What follows belongs to an exercise in optimizing a design on an open flow for a short achievable clock period and few clock cycles per item; a production flow would make more cautious choices.
The RTL was checked by simulation tests, not by an equivalence proof against the original design.
Power figures rest on the tool's default switching activity, not on a simulated workload.

`flow/constraint.sdc`:
```
create_clock -name core_clock -period 5.5 [get_ports {clk}]
set_input_delay 1.1000 -clock core_clock [delete_from_list [all_inputs] [get_ports {clk}]]
set_output_delay 1.1000 -clock core_clock [all_outputs]
set_load 0.01 [all_outputs]
```
`flow/config.mk`:
```
export PLATFORM = sky130hd
export DESIGN_NAME = gfe
export DESIGN_NICKNAME = gfe
export VERILOG_FILES = /design/flow/design.v
export SDC_FILE = /design/flow/constraint.sdc
export NUM_CORES = 4
export LEC_CHECK = 0
export CAP_MARGIN = 20
export CORE_MARGIN = 2
export CORE_UTILIZATION = 40
export PLACE_DENSITY = 0.6
export SLEW_MARGIN = 20
```
`flow/run.sh`:
```
#!/bin/bash
# synth_recipe.tcl (not shown) runs the flow's synth.tcl, then flattens the netlist and writes it again
# the make line also repeats each setting of config.mk as NAME=value (left out here)
make -C /OpenROAD-flow-scripts/flow DESIGN_CONFIG=/design/flow/config.mk WORK_HOME=/design/flow/orfs CLKGATE_MAP_FILE= SYNTH_SCRIPT=/design/flow/synth_recipe.tcl finish
```
`flow/design.v`:
```
module gfe (
    input  wire        clk,
    input  wire        rst,           
    input  wire        cfg_mode,      
    input  wire [3:0]  cfg_base_col,  
    input  wire        in_valid,
    output wire        in_ready,
    input  wire [7:0]  in_data,
    output wire        out_valid,
    input  wire        out_ready,
    output reg  [7:0]  out_data,
    input  wire        stat_rd,
    input  wire [7:0]  stat_addr,
    output reg         stat_rvalid,
    output reg  [31:0] stat_rdata
);
    localparam [2:0] S_LISTEN = 3'd0,
                     S_ACCUM  = 3'd1,
                     S_RENDER = 3'd2,
                     S_ACK    = 3'd3,
                     S_DIAG   = 3'd4,
                     S_FAULT  = 3'd5;
    localparam [3:0] C_EOF_AT_BOUNDARY = 4'd1,
                     C_EOF_MID_FRAME   = 4'd2,
                     C_RX_OVERRUN      = 4'd3,
                     C_NET_READ_ERROR  = 4'd4,
                     C_ACK_WRITE_ERROR = 4'd5,
                     C_DISPLAY_ERROR   = 4'd6,
                     C_PROTOCOL        = 4'd7;
    localparam [7:0] T_NET_ACCEPT   = 8'h10,
                     T_NET_READ     = 8'h11,
                     T_NET_WRITE    = 8'h12,
                     T_DISP_CLEAR   = 8'h20,
                     T_DISP_TEXT    = 8'h21,
                     T_DISP_LOAD    = 8'h22,
                     T_DISP_CURSOR  = 8'h23,
                     T_DISP_CHAR    = 8'h24;
    localparam [7:0] T_NET_ACCEPTED = 8'h18,
                     T_NET_DATA     = 8'h19,
                     T_NET_READ_ERR = 8'h1A,
                     T_NET_WR_DONE  = 8'h1B,
                     T_NET_WR_ERR   = 8'h1C,
                     T_DISP_OK      = 8'h28,
                     T_DISP_ERR     = 8'h29;
    localparam [7:0] ACK_CHAR = 8'h41;
    localparam [127:0] DIAG_TEXT = "DISPLAY I/O FAIL";
    reg  [2:0]  state;
    reg  [4:0]  step;
    reg  [1:0]  dstep;
    reg  [5:0]  offset;
    reg         fault;
    reg  [3:0]  cause;
    reg  [31:0] frames;
    reg  [7:0]  rxbuf [0:39];
    reg  [7:0]  tbuf  [0:7];
    reg         mode;
    reg  [3:0]  base_col;
    reg         req_pending;    
    reg  [4:0]  out_idx;        
    localparam [1:0] D_TAG = 2'd0, D_LEN = 2'd1, D_DATA = 2'd2;
    reg  [1:0]  dec_phase;
    reg  [7:0]  dec_left;       
    reg  [7:0]  dec_len;        
    reg         dec_keep;       
    reg  [5:0]  wr_ptr;         
    function [63:0] transpose;
        input [39:0] cm;    
        integer r, c;
        begin
            transpose = 64'd0;
            for (r = 0; r < 8; r = r + 1)
                for (c = 0; c < 5; c = c + 1)
                    transpose[8*r + (4 - c)] = cm[8*c + (7 - r)];
        end
    endfunction
    reg  [2:0]  tp_glyph;
    wire [39:0] tp_in = {rxbuf[5*tp_glyph + 4], rxbuf[5*tp_glyph + 3],
                         rxbuf[5*tp_glyph + 2], rxbuf[5*tp_glyph + 1],
                         rxbuf[5*tp_glyph + 0]};
    wire [63:0] tp_out = transpose(tp_in);
    wire [3:0] cell_k    = step[4:1] - 4'd4;         
    wire [3:0] cur_col = base_col + {2'b00, cell_k[1:0]};
    reg [4:0] req_len;
    always @(*) begin
        case (state)
            S_LISTEN: req_len = 5'd1;
            S_ACCUM:  req_len = 5'd2;
            S_RENDER: req_len = (step < 5'd8) ? 5'd10 : (step[0] ? 5'd2 : 5'd3);
            S_ACK:    req_len = 5'd2;
            S_DIAG:   req_len = (dstep == 2'd0) ? 5'd1 :
                                (dstep == 2'd1) ? 5'd3 : 5'd18;
            default:  req_len = 5'd1;
        endcase
    end
    always @(*) begin
        out_data = 8'h00;
        case (state)
            S_LISTEN: out_data = T_NET_ACCEPT;
            S_ACCUM:  out_data = (out_idx == 5'd0) ? T_NET_READ : (8'd40 - {2'b00, offset});
            S_RENDER:
                if (step < 5'd8) begin
                    if (out_idx == 5'd0)      out_data = T_DISP_LOAD;
                    else if (out_idx == 5'd1) out_data = {3'b000, step};
                    else                      out_data = tbuf[out_idx - 5'd2];
                end else if (!step[0]) begin
                    if (out_idx == 5'd0)      out_data = T_DISP_CURSOR;
                    else if (out_idx == 5'd1) out_data = {4'd0, cur_col};
                    else                      out_data = {7'd0, cell_k[2]};
                end else begin
                    if (out_idx == 5'd0)      out_data = T_DISP_CHAR;
                    else                      out_data = {5'd0, cell_k[2:0]};
                end
            S_ACK:    out_data = (out_idx == 5'd0) ? T_NET_WRITE : ACK_CHAR;
            S_DIAG:
                if (dstep == 2'd0) begin
                    out_data = T_DISP_CLEAR;
                end else if (dstep == 2'd1) begin
                    out_data = (out_idx == 5'd0) ? T_DISP_CURSOR : 8'h00;
                end else begin
                    if (out_idx == 5'd0)      out_data = T_DISP_TEXT;
                    else if (out_idx == 5'd1) out_data = 8'd16;
                    else                      out_data = DIAG_TEXT[8*(17 - out_idx) +: 8];
                end
            default:  out_data = 8'h00;
        endcase
    end
    assign out_valid = req_pending;
    wire   out_fire  = out_valid && out_ready;
    assign in_ready = !req_pending;
    wire   in_fire  = in_valid && in_ready;
    wire [31:0] status_word = {9'd0, dstep, step, 2'b00, offset, cause, fault, state};
    wire [31:0] config_word = {24'd0, base_col, 3'b000, mode};
    always @(posedge clk) begin
        if (rst) begin
            stat_rvalid <= 1'b0;
            stat_rdata  <= 32'd0;
        end else begin
            stat_rvalid <= stat_rd;
            if (stat_rd) begin
                case (stat_addr)
                    8'h00:   stat_rdata <= status_word;
                    8'h01:   stat_rdata <= frames;
                    8'h02:   stat_rdata <= config_word;
                    default: stat_rdata <= 32'd0;
                endcase
            end
        end
    end
    wire [6:0] need = 7'd40 - {1'b0, offset};
    always @(*) begin
        if (state == S_RENDER) tp_glyph = step[2:0] + 3'd1;
        else                   tp_glyph = 3'd0;
    end
    integer i;
    always @(posedge clk) begin
        if (rst) begin
            state       <= S_LISTEN;
            step        <= 5'd0;
            dstep       <= 2'd0;
            offset      <= 6'd0;
            fault       <= 1'b0;
            cause       <= 4'd0;
            frames      <= 32'd0;
            mode        <= cfg_mode;
            base_col    <= cfg_base_col;
            req_pending <= 1'b1;
            out_idx     <= 5'd0;
            dec_phase   <= D_TAG;
            dec_left    <= 8'd0;
            dec_len     <= 8'd0;
            dec_keep    <= 1'b0;
            wr_ptr      <= 6'd0;
        end else begin
            if (out_fire) begin
                if (out_idx == req_len - 5'd1) begin
                    req_pending <= 1'b0;
                    out_idx     <= 5'd0;
                end else begin
                    out_idx <= out_idx + 5'd1;
                end
            end
            if (in_fire) begin
                case (dec_phase)
                    D_TAG: begin
                        if (in_data == T_NET_DATA) begin
                            dec_phase <= D_LEN;
                        end else if (fault) begin
                            if (state == S_DIAG && in_data == T_DISP_OK) begin
                                dstep <= dstep + 2'd1;
                                if (dstep == 2'd2) state <= S_FAULT;
                                else               req_pending <= 1'b1;
                            end else if (state == S_DIAG && in_data == T_DISP_ERR) begin
                                state <= S_FAULT;
                            end
                        end else begin
                            case (state)
                                S_LISTEN:
                                    if (in_data == T_NET_ACCEPTED) begin
                                        state       <= S_ACCUM;
                                        offset      <= 6'd0;
                                        step        <= 5'd0;
                                        req_pending <= 1'b1;
                                    end else begin
                                        fault <= 1'b1; cause <= C_PROTOCOL; state <= S_FAULT;
                                    end
                                S_ACCUM:
                                    if (in_data == T_NET_READ_ERR) begin
                                        fault <= 1'b1; cause <= C_NET_READ_ERROR; state <= S_FAULT;
                                    end else begin
                                        fault <= 1'b1; cause <= C_PROTOCOL; state <= S_FAULT;
                                    end
                                S_RENDER:
                                    if (in_data == T_DISP_OK) begin
                                        if (step <= 5'd6)
                                            for (i = 0; i < 8; i = i + 1)
                                                tbuf[i] <= tp_out[8*i +: 8];
                                        if (step == 5'd23) begin
                                            frames <= frames + 32'd1;
                                            step   <= 5'd0;
                                            if (mode) begin
                                                state <= S_ACK;
                                            end else begin
                                                state  <= S_ACCUM;
                                                offset <= 6'd0;
                                            end
                                        end else begin
                                            step <= step + 5'd1;
                                        end
                                        req_pending <= 1'b1;
                                    end else if (in_data == T_DISP_ERR) begin
                                        fault       <= 1'b1;
                                        cause       <= C_DISPLAY_ERROR;
                                        state       <= S_DIAG;
                                        dstep       <= 2'd0;
                                        req_pending <= 1'b1;
                                    end else begin
                                        fault <= 1'b1; cause <= C_PROTOCOL; state <= S_FAULT;
                                    end
                                S_ACK:
                                    if (in_data == T_NET_WR_DONE) begin
                                        state       <= S_ACCUM;
                                        offset      <= 6'd0;
                                        step        <= 5'd0;
                                        req_pending <= 1'b1;
                                    end else if (in_data == T_NET_WR_ERR) begin
                                        fault <= 1'b1; cause <= C_ACK_WRITE_ERROR; state <= S_FAULT;
                                    end else begin
                                        fault <= 1'b1; cause <= C_PROTOCOL; state <= S_FAULT;
                                    end
                                default: ;
                            endcase
                        end
                    end
                    D_LEN: begin
                        dec_len  <= in_data;
                        dec_left <= in_data;
                        dec_keep <= 1'b0;
                        wr_ptr   <= offset;
                        if (in_data == 8'd0) begin
                            dec_phase <= D_TAG;
                        end else begin
                            dec_phase <= D_DATA;
                        end
                        if (!fault) begin
                            if (state != S_ACCUM) begin
                                fault <= 1'b1; cause <= C_PROTOCOL; state <= S_FAULT;
                            end else if (in_data == 8'd0) begin
                                fault <= 1'b1;
                                cause <= (offset == 6'd0) ? C_EOF_AT_BOUNDARY : C_EOF_MID_FRAME;
                                state <= S_FAULT;
                            end else if ({1'b0, in_data} > {2'b00, need}) begin
                                fault <= 1'b1; cause <= C_RX_OVERRUN; state <= S_FAULT;
                            end else begin
                                dec_keep <= 1'b1;
                            end
                        end
                    end
                    D_DATA: begin
                        if (dec_keep) begin
                            rxbuf[wr_ptr] <= in_data;
                            wr_ptr <= wr_ptr + 6'd1;
                        end
                        dec_left <= dec_left - 8'd1;
                        if (dec_left == 8'd1) begin
                            dec_phase <= D_TAG;
                            if (dec_keep) begin
                                if (offset + dec_len[5:0] == 6'd40) begin
                                    offset <= 6'd40;
                                    state  <= S_RENDER;
                                    step   <= 5'd0;
                                    for (i = 0; i < 8; i = i + 1)
                                        tbuf[i] <= tp_out[8*i +: 8];
                                end else begin
                                    offset <= offset + dec_len[5:0];
                                end
                                req_pending <= 1'b1;
                            end
                        end
                    end
                    default: dec_phase <= D_TAG;
                endcase
            end
        end
    end
endmodule
```
==> flow_metrics.py <==
metrics = {
    "synthesis": {
        "yosysSeqAreaShare": 0.4254,
        "syn-num-nets": 3185,
        "synth_top_flop_cell": "edfxtp_1",
        "syn-cell-area_um2": 31130,
        "syn_avg_cell_area_um2": 10.00,
        "synthArstFlopShare": 0,
        "netlist-cell-type-count": 83,
        "synth-edff-count": 365,
        "ys_warn_count": 2,
        "synth_seq_cells": 479,
        "synth_cells": 3113,
    },
    "grt": {
        "grt_antenna_before_repair": 7,
        "track_usage": 0.3016,
        "grt_pass1_wl_mm": 180.2,
        "grt_max_degree": 119,
        "overflow": 0,
        "grt_pass1_vias": 25680,
    },
    "setup_path": {
        "endpoint_kind": "output pin",
        "cp-start-kind": "flip-flop",
        "worstPathMaxFanout": 15,
        "required_ns": 4.40,
        "path_class": "flip-flop to output pin",
        "worstPathArrival_ns": 4.14,
    },
    "timing": {
        "grt_setup_unrepaired": "no",
        "setup_tns_ns": 0,
        "slew_viol_final": 0,
        "finClkSkew_ns": 0.03674,
        "worstMarginPinSlew_ns": 1.199,
        "post-route-min-period_ns": 5.236,
        "whs_ns": 0.4579,
        "slew_headroom": 0.1975,
        "clock.fmax_mhz": 191.0,
        "finalSetupViolations": 0,
        "fin_crit_sh": 0.9520,
        "hold_viol": 0,
    },
    "worst_hold_path": {
        "min_path_type": "flip-flop to flip-flop",
    },
    "routing": {
        "wire_per_inst_um": 29.57,
        "vias": 27640,
        "ant_nets": 0,
        "vias_per_cell": 6.594,
        "drtIter0Drc": 4128,
        "dr.pass1.iters": 6,
        "drc": 0,
        "routed_wl_mm": 123.9,
    },
    "clock_tree": {
        "root_buffer": "clkbuf_16",
        "cts_resized": 0,
        "cts_buffers": 56,
        "clock_sinks": 479,
        "hold_buffers": 0,
        "cts_buffer_depth": 3,
        "clkSlewWorstSetupHoldPaths_ns": 0.06,
        "insertion_delay_ns": 0.64,
        "cts_tree": "done",
        "post_cts_buffers": 0,
        "htreeDepth": 2,
    },
    "final_layout": {
        "area_growth_pct": 12.32,
        "fin_area_um2": 34970,
        "drive_gt1_frac": 0.1393,
        "fin_util": 0.4529,
        "fin_nets": 3173,
    },
    "die": {
        "die_w_um": 283.0,
        "start_util": 0.4032,
        "die_h_um": 283.0,
        "io_pins": 69,
        "core-area_um2": 77210,
        "placementRows": 102,
        "dieArea_um2": 80080,
    },
    "placement": {
        "port_buffers": 68,
        "place_area_um2": 33120,
        "dp_hpwl_mm": 86.88,
        "routabilityCongestion": 1.019,
    },
    "power_and_ir_drop": {
        "ir_worst_vdd_uv": 277.7,
        "p_leak_nw": 11.67,
        "power_density_nw_per_um2": 295.2,
    },
    "outcome": {
        "status": "timing/DRC/antenna clean",
    },
    "job": {
        "drv_cap": 0,
    },
}
==> cell families after synthesis <==
family / synth area share
simple gates: 0.1898
compound gates: 0.1280
fa+ha+maj: 0.01897
buf+inv: 0.03822
xor+xnor: 0.01853
mux: 0.1812
flops: 0.4254
==> power by group <==
part / switching [mW] / internal [mW] / leakage (nW) / total (mW)
combinational: 1.66 / 0.906 / 6.59 / 2.57
sequential: 0.0539 / 3.93 / 4.20 / 3.99
clock: 1.59 / 2.18 / 0.886 / 3.77
==> final timing paths <==
kind | to | cells past startpoint | startpoint | slack, ns
setup / recovery | out_data[0] | 10 | out_idx[1] | 0.26
hold / removal | stat_rdata[24] | 2 | stat_rdata[24] | 0.46
setup reg to reg | tbuf[0][2] | 13 | step[0] | 0.84
hold reg to reg | stat_rdata[24] | 2 | stat_rdata[24] | 0.46
==> cell type report <==
class | count | area (µm²)
Multi-Input combinational cell | 2343 | 16860
Inverter | 39 | 158.9
Fill cell | 7181 | 42240
Antenna cell | 6 | 15.01
Clock inverter | 32 | 322.8
Timing Repair Buffer | 182 | 1556
Clock buffer | 70 | 1515
Tap cell | 1040 | 1301
Sequential cell | 479 | 13240
==> synthesized netlist by cell type, types with 27 or more instances <==
library cell	instances	area, µm²
clkbuf_1	161	604.3
and3_1	92	575.6
o21ai_0	53	265.3
nand2_1	586	2200
ha_1	44	550.5
buf_2	44	220.2
xor2_1	40	350.3
mux2_2	37	416.7
nand4_1	27	168.9
edfxtp_1	365	10960
nand3_1	188	940.9
dfxtp_1	114	2282
a31oi_1	68	425.4
a311oi_1	35	306.5
mux2i_1	174	1742
o22ai_1	58	362.9
nor2b_1	57	356.6
a211oi_1	73	548.0
mux4_2	154	3468
nor3_1	28	140.1
nor2_1	197	739.5
inv_1	35	131.4
a22oi_1	53	397.9
a21oi_1	107	535.5
buf_1	39	146.4
or3_1	27	168.9
==> state kept, by name, summed over array words and instances (netlist names) <==
name / count
stat_rdata: 32
out_idx: 5
fault: 1
base_col: 4
stat_rvalid: 1
frames: 32
mode: 1
state: 3
cause: 3
dec_phase: 2
wr_ptr: 6
dec_len: 6
rxbuf: 320
tbuf: 40
dec_left: 8
req_pending: 1
offset: 6
dec_keep: 1
dstep: 2
step: 5
==> per-layer routing <==
metal / GRT usage / vias to the layer above / routed length, µm
li1: - / 11800 / -
met1: 0.4257 / 13790 / 51050
met2: 0.4389 / 1747 / 52540
met3: 0.06989 / 299 / 13960
met4: 0.1383 / 4 / 6373
met5: 0 / - / 28
==> layout by cell type (no fill, tap or decap), types with 41 or more instances in the layout <==
| cell | instances |
|---|---|
| a211oi_1 | 73 |
| a21oi_1 | 107 |
| a22oi_1 | 53 |
| a31oi_1 | 68 |
| and3_1 | 91 |
| buf_4 | 110 |
| clkbuf_16 | 57 |
| clkdlybuf4s50_1 | 59 |
| dfxtp_1 | 114 |
| edfxtp_1 | 365 |
| ha_1 | 41 |
| mux2i_1 | 174 |
| mux4_2 | 154 |
| nand2_1 | 586 |
| nand3_1 | 188 |
| nor2_1 | 197 |
| nor2b_1 | 57 |
| o21ai_0 | 53 |
| o22ai_1 | 58 |
==> stage by stage <==
step | cells | power (mW) | setup slack [ns]
finish | 4191 | 10.32 | 0.2638
global route | 4186 | 10.66 | 0.009813
CTS | 4185 | 10.32 | 0.2488
detailed placement | 4083 | 6.563 | 0.8941
global placement | 4083 | 6.542 | 0.9402
floorplan | 3113 | 5.635 | 0.7541
==> critical path, cell delays in order (launching register included) <==
cell and delay (ns):
dfxtp_1 0.70, inv_1 0.28, ha_1 0.61, nor2b_1 0.10, or4_1 0.49, o211ai_1 0.12, o211ai_1 0.13, a21oi_1 0.17
nor2_1 0.05, o211ai_1 0.26, clkdlybuf4s50_1 0.60
Testbench counts, summed over its fixed seeds: cycles 88,724, frames 384.

[what the ideal ports hide]
No port has a modelled driver above. Below, the same layout with a new extraction and two added sets of constraints. Step 1 (the two cells are an assumption about what drives the block):
set clk [get_ports {clk}]
set_driving_cell -lib_cell sky130_fd_sc_hd__clkbuf_16 $clk
set_driving_cell -lib_cell sky130_fd_sc_hd__buf_2 [delete_from_list [all_inputs] $clk]
Step 2 adds t to the input delays and takes it off the output delays; t is the mean of the earliest and latest rising clock arrival at the registers after step 1. Input paths then give back, and output paths get back, about the clock's delay inside the block. Three values: ideal ports, drivers, drivers and shift; two values: the first two.
shift t [ns]: 0.687
slack for setup (ns): 0.264 / 0.196 / 0.844
worst setup path after step 2: register to register
After both steps setup and hold are still met in this run. The setup slack of this run moves by -0.068 ns with the drivers and by +0.580 ns with both steps.
